This design comes from an exercise in tuning for small area, a short achievable clock period and few clock cycles on the open sky130 flow, not from production work. Only simulation tests tie the RTL to the original design; equivalence was not proved. Power and IR drop assume default switching activity.

// wordstuf_core
module wordstuf_core (
    input  wire        clk,
    input  wire        rst,
    input  wire        cmd_valid,
    output wire        cmd_ready,
    input  wire [39:0] cmd,
    output reg         rsp_valid,
    output reg         rsp_err,
    output reg         rsp_flag,
    output reg  [31:0] rsp_value
);
Size: roughly 1,300 flip-flops, roughly 79 I/O pins.
clock: 12.0 ns
lec_check: 0
cap_margin: 20
core_margin: 2
core_utilization: 70
slew_margin: 20
standard.sh (not shown) runs the stock make flow with config.mk's settings and CLKGATE_MAP_FILE= SYNTH_SCRIPT=/design/flow/synth_recipe.tcl, a recipe that flattens the netlist after the stock synthesis.
==> flow/flow/run.sh <==
#!/bin/bash
# The standard layout (standard.sh, all steps), with these changes to how the
# layout is made:
#  - the buffers that ORFS puts on every input and output port are
#    sky130_fd_sc_hd__buf_2 instead of the platform's default delay buffer;
#  - the pin placer keeps rst, cmd_valid and cmd_ready together, since
#    cmd_ready is a short function of rst;
#  - clock tree synthesis uses clkbuf_8 buffers on small sink clusters and
#    inserts no dummy loads.
# The whole flow's output is kept in flow_standard.log in the work folder;
# ORFS's per-step logs are under orfs/logs.
set -euo pipefail
export BUFFER_PORTS_ARGS="-buffer_cell sky130_fd_sc_hd__buf_2"
export PLACE_PINS_ARGS="-group_pins {rst cmd_ready cmd_valid}"
export CTS_ARGS="-sink_clustering_enable -repair_clock_nets -dont_use_dummy_load -buf_list sky130_fd_sc_hd__clkbuf_8 -sink_clustering_size 16 -sink_clustering_max_diameter 45"
bash standard.sh > flow_standard.log 2>&1
The starting point finished with timing, DRC and antenna clean.
Testbench counts at the start, summed over its fixed seeds: cycles 47,848.
Rerun with:
--- a/flow/design.v
+++ b/flow/design.v
@@ -120,20 +120,23 @@
     reg        dec_ovr;           
     reg [2:0]  dec_last;
     reg [6:0]  dec_cur;
     reg [1:0]  dec_k;             
     reg [6:0]  dec_cap;
     reg [5:0]  walk_n;            
+    reg [6:0]  walk_t;            
     reg [6:0]  wf_b0;             
     reg        wf_big;            
     reg        wf_huge;           
     reg [5:0]  enc_len;
     reg [3:0]  enc_row;           
+    reg [6:0]  enc_rem;           
     reg [23:0] enc_carry;         
     reg [3:0]  p_hitv;            
     reg        p_last;            
+    reg [5:0]  enc_dist;          
     reg [5:0]  enc_slot;          
     reg  [15:0] dst_rrows;
     reg  [3:0]  enc_rrow;
     wire [15:0] walk_rows = quad_rows(walk_n);
     wire [7:0]  dst_lane [0:3];
     wire [7:0]  enc_lane [0:3];
@@ -172,32 +175,30 @@
             if (k[1:0] == wa + 2'd3) begin
                 f_big  = f_big | (dst_lane[k][6:0] != 7'd0);
                 f_huge = dst_lane[k][7];
             end
         end
     end
-    wire [6:0] walk_t = dec_cur - 7'd7 - {1'b0, walk_n};    
     wire       w_end  = !wf_big && (wf_b0 == walk_t);
     wire       w_odd  = wf_big || ({1'b0, wf_b0} + 8'd4 > {1'b0, walk_t});
     wire       w_stop = wf_huge || w_end || w_odd;
     wire [5:0] w_n    = walk_n + wf_b0[5:0] + 6'd4;
+    wire [6:0] w_t    = walk_t - wf_b0 - 7'd4;
     wire [55:0] ewin = {enc_lane[3], enc_lane[2], enc_lane[1], enc_lane[0], enc_carry};
     reg  [3:0]  e_hitv;
     integer j;
     always @(*) begin
         for (j = 0; j < 4; j = j + 1)
-            e_hitv[j] = (ewin[j*8 +: 32] == MARKER_WORD) &&
-                        ({1'b0, enc_row, 2'b00} + j[6:0] <= {1'b0, enc_len} + 7'd3);
+            e_hitv[j] = (ewin[j*8 +: 32] == MARKER_WORD) && !enc_rem[6] && (enc_rem[5:0] >= j[5:0]);
     end
-    wire       e_last = ({enc_row, 2'b00} >= enc_len);
+    wire       e_last = enc_rem[6] || (enc_rem[5:0] <= 6'd3);
     wire       p_hit  = |p_hitv;
     wire [1:0] p_j    = p_hitv[1] ? 2'd1 : p_hitv[2] ? 2'd2 : p_hitv[3] ? 2'd3 : 2'd0;
     wire       p_done = p_v && p_last && !p_hit;      
     wire       enc_link_now = f_last || (p_v && (p_hit || p_last));
-    wire [5:0] link_d = (p_v && p_hit) ? ({enc_row, 2'b00} - 6'd11 + {4'd0, p_j} - enc_slot)
-                                       : (enc_len - enc_slot);
+    wire [5:0] link_d = (p_v && p_hit) ? (enc_dist + {4'd0, p_j}) : (enc_len - enc_slot);
     reg  [15:0] dst_wrows, enc_wrows;
     reg  [3:0]  dst_wlanes, enc_wlanes;
     reg         dst_we, enc_we;
     reg  [7:0]  dst_wd [0:3];
     reg  [7:0]  enc_wd [0:3];
     always @(*) begin
@@ -395,24 +396,34 @@
         wf_big  <= f_big;
         wf_huge <= f_huge;
         p_hitv  <= e_hitv;
         p_last  <= e_last;
         if (!busy) begin
             walk_n    <= h_n;
+            walk_t    <= h_t - {1'b0, h0[6:0]} - 7'd4;
             enc_len   <= arg[5:0];
             enc_row   <= 4'd1;
+            enc_rem   <= {1'b0, arg[5:0]} - 7'd1;
             enc_carry <= 24'd0;
+            enc_dist  <= 6'd61;                  
             enc_slot  <= 6'd0;
         end else begin
             if (f_wd) begin
                 walk_n    <= w_n;
+                walk_t    <= w_t;
             end
             if (f_scan) begin
                 enc_row   <= enc_row + 4'd1;
+                enc_rem   <= enc_rem - 7'd4;
                 enc_carry <= ewin[55:32];
             end
             if (p_v) begin
-                if (p_hit) enc_slot <= {enc_row, 2'b00} - 6'd7 + {4'd0, p_j};
+                if (p_hit) begin
+                    enc_slot <= {enc_row, 2'b00} - 6'd7 + {4'd0, p_j};
+                    enc_dist <= 6'd0 - {4'd0, p_j};
+                end else begin
+                    enc_dist <= enc_dist + 6'd4;
+                end
             end
         end
     end
 endmodule
Setup slack gets better by 0.13 ns.
Final area is about the same.
Non-clock buffer count fell by 27.
Sequential share of layout area rises by 0.87 points.
Wire length came out lower slightly.
Flip-flop and latch count climbs by 20.
Global-route usage decreases by 0.42 points.
Utilization came out lower by 0.23 points.
Hold slack gets better by 0.0084 ns.
Cell count grows slightly.
Total power went up slightly.
Synthesized area went up slightly.
Testbench counts after the change, summed over its fixed seeds: cycles 47,848.

[static timing again, ports no longer ideal]
No port has a modelled driver above. Below, the same layouts with a new extraction and two added sets of constraints.
Step 1 sets driving cells, clkbuf_16 on the clock port and buf_2 on the other inputs (assumed; they add their load-dependent delay and slew).
Step 2 times the ports against the registers' clock, not the clock port: input delays grow and output delays shrink by t, the midpoint of the rising clock arrivals with the driver on.
Slacks: ideal ports / drivers / drivers and shift; pairs: ideal ports / drivers.
run | t (ns) | setup WS [ns] | worst setup path at the end | latest minus earliest clock arrival (ns)
the first run | 0.881 | 6.604 / 6.604 / 6.604 | register to register | 0.088 / 0.088
the second run | 0.857 | 6.738 / 6.718 / 6.718 | input to output | 0.122 / 0.122
After both steps every run listed still meets setup and hold. For the second run, which loses most, drivers alone change the setup slack by -0.020 ns; drivers and shift together by -0.020 ns.
